What follows belongs to an exercise in optimizing a design on an open flow for small area and few clock cycles per item; a production flow would make more cautious choices. The RTL was checked by simulation tests, not by an equivalence proof against the original design.

==> flow/design.v <==
module lh_sync_match #(
    parameter [31:0] CENTER0 = 32'd3000,
    parameter [31:0] STEP    = 32'd500,
    parameter [31:0] TOL     = 32'd200
) (
    input  wire [31:0] length,
    output reg         match,
    output reg  [2:0]  code
);
    integer k;
    reg [31:0] lo, hi;
    always @* begin
        match = 1'b0;
        code  = 3'd0;
        for (k = 0; k < 8; k = k + 1) begin
            lo = CENTER0 + STEP * k - TOL;
            hi = CENTER0 + STEP * k + TOL;
            if (length >= lo && length <= hi) begin
                match = 1'b1;
                code  = k[2:0];
            end
        end
    end
endmodule
module lh_angle #(
    parameter [31:0] T_OFFSET = 32'd192000,
    parameter [23:0] K        = 24'd8635890
) (
    input  wire [18:0]        delta,
    output wire signed [17:0] angle
);
    wire signed [20:0] d    = $signed({2'b00, delta}) - $signed(T_OFFSET[20:0]);
    wire signed [45:0] prod = d * $signed({1'b0, K});
    assign angle = prod[41:24];
endmodule
module lh_ootx_decoder (
    input  wire        clk,
    input  wire        rst,
    input  wire        bit_valid,
    input  wire        bit_in,
    output reg         wr_en,
    output reg  [6:0]  wr_addr,
    output reg  [15:0] wr_data,
    output reg         done,
    output reg  [8:0]  length,
    output reg         padding
);
    localparam [1:0] M_PREAMBLE = 2'd0, M_LENGTH = 2'd1, M_DATA = 2'd2;
    reg [1:0]  mode;
    reg [17:0] acc;
    reg [4:0]  nbits;
    reg [8:0]  rx_count;
    reg [1:0]  mode_n;
    reg [17:0] acc_n;
    reg [4:0]  nbits_n;
    reg [8:0]  rx_count_n;
    reg [8:0]  length_n;
    reg        padding_n;
    reg [17:0] shifted;
    reg [15:0] word;
    reg        sync;
    reg [16:0] total;
    reg [17:0] total_padded;
    always @* begin
        mode_n     = mode;
        acc_n      = acc;
        nbits_n    = nbits;
        rx_count_n = rx_count;
        length_n   = length;
        padding_n  = padding;
        wr_en      = 1'b0;
        wr_addr    = rx_count[7:1];
        wr_data    = 16'd0;
        done       = 1'b0;
        shifted      = {acc[16:0], bit_in};
        word         = shifted[16:1];
        sync         = shifted[0];
        total        = {1'b0, word} + 17'd4;
        total_padded = {1'b0, total} + {17'd0, total[0]};
        if (bit_valid) begin
            if (mode == M_PREAMBLE) begin
                if (nbits == 5'd17) begin
                    if (shifted == 18'h00001) begin
                        mode_n  = M_LENGTH;
                        acc_n   = 18'd0;
                        nbits_n = 5'd0;
                    end else begin
                        acc_n   = {1'b0, shifted[16:0]};
                        nbits_n = 5'd17;
                    end
                end else begin
                    acc_n   = shifted;
                    nbits_n = nbits + 5'd1;
                end
            end else begin
                if (nbits == 5'd16) begin
                    acc_n   = 18'd0;
                    nbits_n = 5'd0;
                    if (!sync) begin
                        mode_n = M_PREAMBLE;
                    end else if (mode == M_LENGTH) begin
                        if (total_padded > 18'd256) begin
                            mode_n = M_PREAMBLE;
                        end else begin
                            length_n   = total_padded[8:0];
                            padding_n  = total[0];
                            rx_count_n = 9'd0;
                            mode_n     = M_DATA;
                        end
                    end else begin
                        wr_en      = 1'b1;
                        wr_data    = word;
                        rx_count_n = rx_count + 9'd2;
                        if (rx_count + 9'd2 >= length) begin
                            done   = 1'b1;
                            mode_n = M_PREAMBLE;
                        end
                    end
                end else begin
                    acc_n   = shifted;
                    nbits_n = nbits + 5'd1;
                end
            end
        end
    end
    always @(posedge clk) begin
        if (rst) begin
            mode     <= M_PREAMBLE;
            acc      <= 18'd0;
            nbits    <= 5'd0;
            rx_count <= 9'd0;
            length   <= 9'd0;
            padding  <= 1'b0;
        end else begin
            mode     <= mode_n;
            acc      <= acc_n;
            nbits    <= nbits_n;
            rx_count <= rx_count_n;
            length   <= length_n;
            padding  <= padding_n;
        end
    end
endmodule
module lh_pulse_classifier #(
    parameter [31:0] T_SHORT  = 32'd720,
    parameter [31:0] T_GAP    = 32'd38400,
    parameter [31:0] T_WINDOW = 32'd384000
) (
    input  wire        clk,
    input  wire        rst,
    input  wire        step,           
    input  wire        fall_valid,
    input  wire [31:0] fall_ts,
    input  wire        rise_valid,
    input  wire [31:0] rise_ts,
    output reg  [2:0]  kind,
    output wire [31:0] length,
    output wire [31:0] duty,
    output wire [31:0] delta,
    output wire [1:0]  slot,
    output wire        skip,
    output wire        rotor,
    output wire        data,
    output wire        bit_fwd
);
    localparam [2:0] K_NONE = 3'd0, K_SWEEP_VALID = 3'd1, K_SWEEP_INVALID = 3'd2,
                     K_GUARD = 3'd3, K_SYNC = 3'd4, K_UNMATCHED = 3'd5;
    localparam [1:0] LH_UNKNOWN = 2'd2;
    reg [31:0] last_fall;
    reg [31:0] last_rise;
    reg [31:0] zero_time;
    reg        axis;
    reg [1:0]  lh_id;
    reg        got_sweep;
    reg        got_skip;
    reg        got_not_skip;
    wire [31:0] fall_ref = fall_valid ? fall_ts : last_fall;
    assign length = rise_ts - fall_ref;
    assign duty   = rise_ts - last_rise;
    wire [31:0] mid = rise_ts - {1'b0, length[31:1]};
    assign delta = mid - zero_time;
    wire is_sweep = length < T_SHORT;
    wire is_guard = (duty > T_GAP) || got_sweep;
    wire sweep_ok = !got_sweep && (lh_id != LH_UNKNOWN) && (delta <= T_WINDOW);
    wire       match;
    wire [2:0] code;
    lh_sync_match u_match (
        .length (length),
        .match  (match),
        .code   (code)
    );
    assign skip  = code[2];
    assign rotor = code[0];
    assign data  = code[1];
    assign slot  = {lh_id[0], axis};
    always @* begin
        if (!rise_valid)     kind = K_NONE;
        else if (is_sweep)   kind = sweep_ok ? K_SWEEP_VALID : K_SWEEP_INVALID;
        else if (is_guard)   kind = K_GUARD;
        else if (match)      kind = K_SYNC;
        else                 kind = K_UNMATCHED;
    end
    assign bit_fwd = (kind == K_SYNC) && !skip && got_skip;
    always @(posedge clk) begin
        if (rst) begin
            last_fall    <= 32'd0;
            last_rise    <= 32'd0;
            zero_time    <= 32'd0;
            axis         <= 1'b0;
            lh_id        <= LH_UNKNOWN;
            got_sweep    <= 1'b0;
            got_skip     <= 1'b0;
            got_not_skip <= 1'b0;
        end else if (step) begin
            if (fall_valid)
                last_fall <= fall_ts;
            if (rise_valid)
                last_rise <= rise_ts;
            case (kind)
                K_SWEEP_VALID, K_SWEEP_INVALID: begin
                    got_sweep    <= 1'b1;
                    got_skip     <= 1'b0;
                    got_not_skip <= 1'b0;
                    lh_id        <= LH_UNKNOWN;
                end
                K_GUARD: begin
                    got_sweep    <= 1'b0;
                    got_skip     <= 1'b0;
                    got_not_skip <= 1'b0;
                    lh_id        <= LH_UNKNOWN;
                end
                K_SYNC: begin
                    if (!skip) begin
                        zero_time    <= fall_ref;
                        axis         <= rotor;
                        got_not_skip <= 1'b1;
                        if (got_skip)
                            lh_id <= 2'd0;
                    end else begin
                        got_skip <= 1'b1;
                        if (got_not_skip)
                            lh_id <= 2'd1;
                    end
                end
                default: ;
            endcase
        end
    end
endmodule
module lh_sensor_decoder (
    input  wire               clk,
    input  wire               rst,
    input  wire               in_valid,
    output wire               in_ready,
    input  wire               in_fall_valid,
    input  wire [31:0]        in_fall_ts,
    input  wire               in_rise_valid,
    input  wire [31:0]        in_rise_ts,
    output reg                out_valid,
    output reg  [2:0]         out_kind,
    output reg  [31:0]        out_length,
    output reg  [31:0]        out_duty,
    output reg  [1:0]         out_slot,
    output reg  signed [17:0] out_angle,
    output reg                out_skip,
    output reg                out_rotor,
    output reg                out_data,
    output reg                out_bit_fwd,
    output reg                ob_we,
    output reg  [6:0]         ob_addr,
    output reg  [15:0]        ob_wdata,
    output reg                frame_done,
    output reg  [8:0]         frame_length,
    output reg                frame_padding
);
    assign in_ready = 1'b1;
    wire accept = in_valid && in_ready;
    wire [2:0]  kind;
    wire [31:0] length, duty, delta;
    wire [1:0]  slot;
    wire        skip, rotor, data, bit_fwd;
    lh_pulse_classifier u_cls (
        .clk        (clk),
        .rst        (rst),
        .step       (accept),
        .fall_valid (in_fall_valid),
        .fall_ts    (in_fall_ts),
        .rise_valid (in_rise_valid),
        .rise_ts    (in_rise_ts),
        .kind       (kind),
        .length     (length),
        .duty       (duty),
        .delta      (delta),
        .slot       (slot),
        .skip       (skip),
        .rotor      (rotor),
        .data       (data),
        .bit_fwd    (bit_fwd)
    );
    wire signed [17:0] angle;
    lh_angle u_angle (
        .delta (delta[18:0]),
        .angle (angle)
    );
    wire        wr_en, done, padding;
    wire [6:0]  wr_addr;
    wire [15:0] wr_data;
    wire [8:0]  flen;
    lh_ootx_decoder u_ootx (
        .clk       (clk),
        .rst       (rst),
        .bit_valid (accept && bit_fwd),
        .bit_in    (data),
        .wr_en     (wr_en),
        .wr_addr   (wr_addr),
        .wr_data   (wr_data),
        .done      (done),
        .length    (flen),
        .padding   (padding)
    );
    always @(posedge clk) begin
        if (rst) begin
            out_valid   <= 1'b0;
            out_bit_fwd <= 1'b0;
            ob_we       <= 1'b0;
            frame_done  <= 1'b0;
        end else begin
            out_valid   <= accept;
            out_bit_fwd <= accept && bit_fwd;
            ob_we       <= accept && wr_en;
            frame_done  <= accept && done;
        end
        if (accept) begin
            out_kind      <= kind;
            out_length    <= length;
            out_duty      <= duty;
            out_slot      <= slot;
            out_angle     <= angle;
            out_skip      <= skip;
            out_rotor     <= rotor;
            out_data      <= data;
            ob_addr       <= wr_addr;
            ob_wdata      <= wr_data;
            frame_length  <= flen;
            frame_padding <= padding;
        end
    end
endmodule
==> flow/config.mk <==
export PLATFORM = sky130hd
export DESIGN_NAME = lh_sensor_decoder
export DESIGN_NICKNAME = lh_sensor_decoder
export VERILOG_FILES = /design/flow/design.v
export SDC_FILE = /design/flow/constraint.sdc
export NUM_CORES = 4
export LEC_CHECK = 0
export ABC_CLOCK_PERIOD_IN_PS = 12000
export CAP_MARGIN = 20
export CORE_MARGIN = 2
export CORE_UTILIZATION = 40
export SLEW_MARGIN = 20
==> flow/constraint.sdc <==
create_clock -name core_clock -period 16.0 [get_ports {clk}]
set_input_delay 3.2000 -clock core_clock [delete_from_list [all_inputs] [get_ports {clk}]]
set_output_delay 3.2000 -clock core_clock [all_outputs]
set_load 0.01 [all_outputs]
run.sh (not shown) runs the stock make flow with config.mk's settings and CLKGATE_MAP_FILE= SYNTH_SCRIPT=/design/flow/synth_recipe.tcl, a recipe that flattens the netlist after the stock synthesis.
Testbench counts at the start, summed over its fixed seeds: cycles 80,008, polls 80,000.
Change:
Settings changed: ABC_AREA from default to 1, ABC_CLOCK_PERIOD_IN_PS 12000 to default.
=> Hold slack is about the same. Wire length climbs by 6.0%. Sequential share of layout area falls by 0.66 points. First-iteration DRC count is higher by 49%. Final area rises by 3.1%. Global-route usage is higher by 0.42 points. Non-clock buffer count came out lower by 38. Utilization drops by 0.56 points. Critical path depth rose by 8.
Change:
Settings changed: ABC_AREA 1 to default.
=>
- critical path depth is lower by 8
- synthesized area decreases by 4.0%
- non-clock buffer count grows by 38
- setup slack degrades by 510 ps
- clock-buffer cell count goes up by 5
- via count went down by about 10%

========
lh_sensor_decoder, a different RTL version from the one above (not shown whole).
Size in the first run: roughly 1300 cells after synthesis, roughly 200 I/O pins, about 13000 um2 of cells after synthesis.
export LEC_CHECK = 0
export CAP_MARGIN = 20
export CORE_MARGIN = 2
export CORE_UTILIZATION = 60
export CTS_BUF_LIST = sky130_fd_sc_hd__clkbuf_8
export SLEW_MARGIN = 20
create_clock -name core_clock -period 16.0 [get_ports {clk}]
standard.sh (not shown) runs the stock make flow with config.mk's settings and CLKGATE_MAP_FILE= SYNTH_SCRIPT=/design/flow/synth_recipe.tcl, a recipe that flattens the netlist after the stock synthesis.
==> flow/flow/run.sh <==
#!/bin/bash
# The standard layout with four changes:
# - ABC maps with flow/abc_speed.script, which runs two area-recovering &nf
#   passes (-R 1000) instead of the standard script's delay-oriented ones;
#   the rest of synthesis (synth_recipe.tcl and ORFS's synth.tcl) is unchanged.
# - after synthesis, flow/fa_polarity.py re-chooses which full adders work on
#   complemented signals (a full adder is self-dual) so that fewer inverters
#   are needed; registers and everything else are left as synthesis made them.
# - the port buffers inserted before global placement are the smallest
#   buffer, sky130_fd_sc_hd__buf_1; repair_design and repair_timing still
#   resize them where timing or slew needs it.
# - clock tree synthesis runs without dummy loads (-dont_use_dummy_load),
#   with sky130_fd_sc_hd__clkbuf_8 as its buffer.
# Each tool's output goes to a log file here.
set -euo pipefail
rm -rf scripts_abc
cp -r "$FLOW_HOME/scripts" scripts_abc
cp flow/abc_speed.script scripts_abc/abc_speed.script
ARGS=("SCRIPTS_DIR=$PWD/scripts_abc" 'BUFFER_PORTS_ARGS=-buffer_cell sky130_fd_sc_hd__buf_1'
      'CTS_ARGS=-sink_clustering_enable -repair_clock_nets -root_buf sky130_fd_sc_hd__clkbuf_8 -buf_list {sky130_fd_sc_hd__clkbuf_4 sky130_fd_sc_hd__clkbuf_8} -dont_use_dummy_load')
bash standard.sh "${ARGS[@]}" synth > synth.log 2>&1
R=orfs/results/sky130hd/lh_sensor_decoder/base
cp "$R/1_2_yosys.v" "$R/1_2_yosys.before_polarity.v"
python3 flow/fa_polarity.py "$R/1_2_yosys.before_polarity.v" "$R/1_2_yosys.v" > polarity.log 2>&1
rm -f "$R/1_synth.odb" "$R/1_synth.sdc"
bash standard.sh "${ARGS[@]}" finish > standard.log 2>&1
==> flow/flow/abc_speed.script <==
strash
&get -n
&st
&dch
&nf -R 1000
&st
&syn2
&dch
&nf -R 1000
&put
buffer -c
topo
stime -c
upsize -c
dnsize -c
Other scripts of this flow, unchanged in this note and not shown: flow/flow/fa_polarity.py
The first run went through all stages and came out clean.
Testbench counts at the start, summed over its fixed seeds: cycles 80,008, polls 80,000.
Next try:
--- a/flow/flow/run.sh
+++ b/flow/flow/run.sh
@@ -2 +2 @@
-# The standard layout with four changes:
+# The standard layout with three changes:
@@ -12,2 +11,0 @@
-# - clock tree synthesis runs without dummy loads (-dont_use_dummy_load),
-#   with sky130_fd_sc_hd__clkbuf_8 as its buffer.
@@ -19,2 +17 @@
-ARGS=("SCRIPTS_DIR=$PWD/scripts_abc" 'BUFFER_PORTS_ARGS=-buffer_cell sky130_fd_sc_hd__buf_1'
-      'CTS_ARGS=-sink_clustering_enable -repair_clock_nets -root_buf sky130_fd_sc_hd__clkbuf_8 -buf_list {sky130_fd_sc_hd__clkbuf_4 sky130_fd_sc_hd__clkbuf_8} -dont_use_dummy_load')
+ARGS=("SCRIPTS_DIR=$PWD/scripts_abc" 'BUFFER_PORTS_ARGS=-buffer_cell sky130_fd_sc_hd__buf_1')
--- a/flow/config.mk
+++ b/flow/config.mk
@@ -10 +10 @@
-export CORE_UTILIZATION = 60
+export CORE_UTILIZATION = 75
After rerunning: Cell count went down by 2.4%. Worst setup slack degrades by 190 ps. Utilization went up by 18 points. Synthesized area is unchanged. Maximum frequency went down by 1.2%. First-iteration DRC count went up by 45%. Global-route usage went up by 11 points. Register-to-register slack degrades by 190 ps.
Next try:
--- a/flow/flow/abc_speed.script
+++ b/flow/flow/abc_speed.script
@@ -11 +10,0 @@
-buffer -c
--- a/flow/config.mk
+++ b/flow/config.mk
@@ -10 +10 @@
-export CORE_UTILIZATION = 75
+export CORE_UTILIZATION = 60
- global-route usage fell by 12 points
- wire length went down by about 12%
- hold slack got worse by 15 ps
- core utilization fell by 17 points
- sequential share of layout area drops by 0.16 points
- setup slack improves by 240 ps
- critical path depth is higher by 2
- fmax grows by 1.6%
Next try:
--- a/flow/flow/abc_speed.script
+++ b/flow/flow/abc_speed.script
@@ -10,0 +11 @@
+buffer -c
Result: The new run produced a clean layout; final area hardly moves; non-clock buffer count grows by 4; count of clock-buffer cells in the layout rose by 1; global-route usage goes up by 1.1 points.
Next try:
--- a/flow/flow/run.sh
+++ b/flow/flow/run.sh
@@ -2 +2 @@
-# The standard layout with three changes:
+# The standard layout with four changes:
@@ -11,0 +12,2 @@
+# - clock tree synthesis runs without dummy loads (-dont_use_dummy_load),
+#   with sky130_fd_sc_hd__clkbuf_8 as its buffer.
@@ -17 +19,2 @@
-ARGS=("SCRIPTS_DIR=$PWD/scripts_abc" 'BUFFER_PORTS_ARGS=-buffer_cell sky130_fd_sc_hd__buf_1')
+ARGS=("SCRIPTS_DIR=$PWD/scripts_abc" 'BUFFER_PORTS_ARGS=-buffer_cell sky130_fd_sc_hd__buf_1'
+      'CTS_ARGS=-sink_clustering_enable -repair_clock_nets -buf_list sky130_fd_sc_hd__clkbuf_8 -dont_use_dummy_load')
What happened: Final area is lower by 1.0%. Global-route usage is about the same. Maximum frequency stays flat. Clock-buffer cell count goes down by 1. Area after synthesis stays the same. Flip-flop and latch count does not change. Worst hold slack loses 22 ps. Final cell count is lower by 0.83%. Via count barely changes. Setup slack improves by 31 ps.

-- re-timing with driven ports --
The results above use ideal ports. As a check the final layouts listed here were re-extracted and re-timed, cells and wires unchanged.
Step 1 assumes that a clkbuf_16 drives the clock port and a buf_2 every other input.
Step 2 times the ports against the registers' clock, not the clock port: input delays grow and output delays shrink by t, the midpoint of the rising clock arrivals with the driver on.
Three values: ideal ports, drivers, drivers and shift; two values: the first two.
run	shift t [ns]	setup slack, ns	worst hold slack (ns)	worst data-port slew with drivers (ns)
the first run of note 1	0.626	0.899 / 0.938 / 0.312	0.433 / 0.433 / 0.433	0.16
the second run of note 1	0.621	1.407 / 1.440 / 0.819	0.435 / 0.435 / 0.435	0.07
the third run of note 1	0.626	0.899 / 0.938 / 0.312	0.433 / 0.433 / 0.433	0.16
the first run of note 2	0.483	0.781 / 0.739 / 1.222	0.494 / 0.494 / 0.494	0.07
the second run of note 2	0.511	0.591 / 0.548 / 1.059	0.518 / 0.518 / 0.518	0.11
the third run of note 2	0.492	0.834 / 0.791 / 1.284	0.503 / 0.503 / 0.503	0.08
the fourth run of note 2	0.491	0.750 / 0.708 / 1.200	0.516 / 0.516 / 0.516	0.07
the fifth run of note 2	0.483	0.781 / 0.739 / 1.222	0.494 / 0.494 / 0.494	0.07
After both steps setup and hold are still met in every run listed. For the second run of note 1, which loses most, drivers alone change the setup slack by +0.033 ns; drivers and shift together by -0.588 ns.
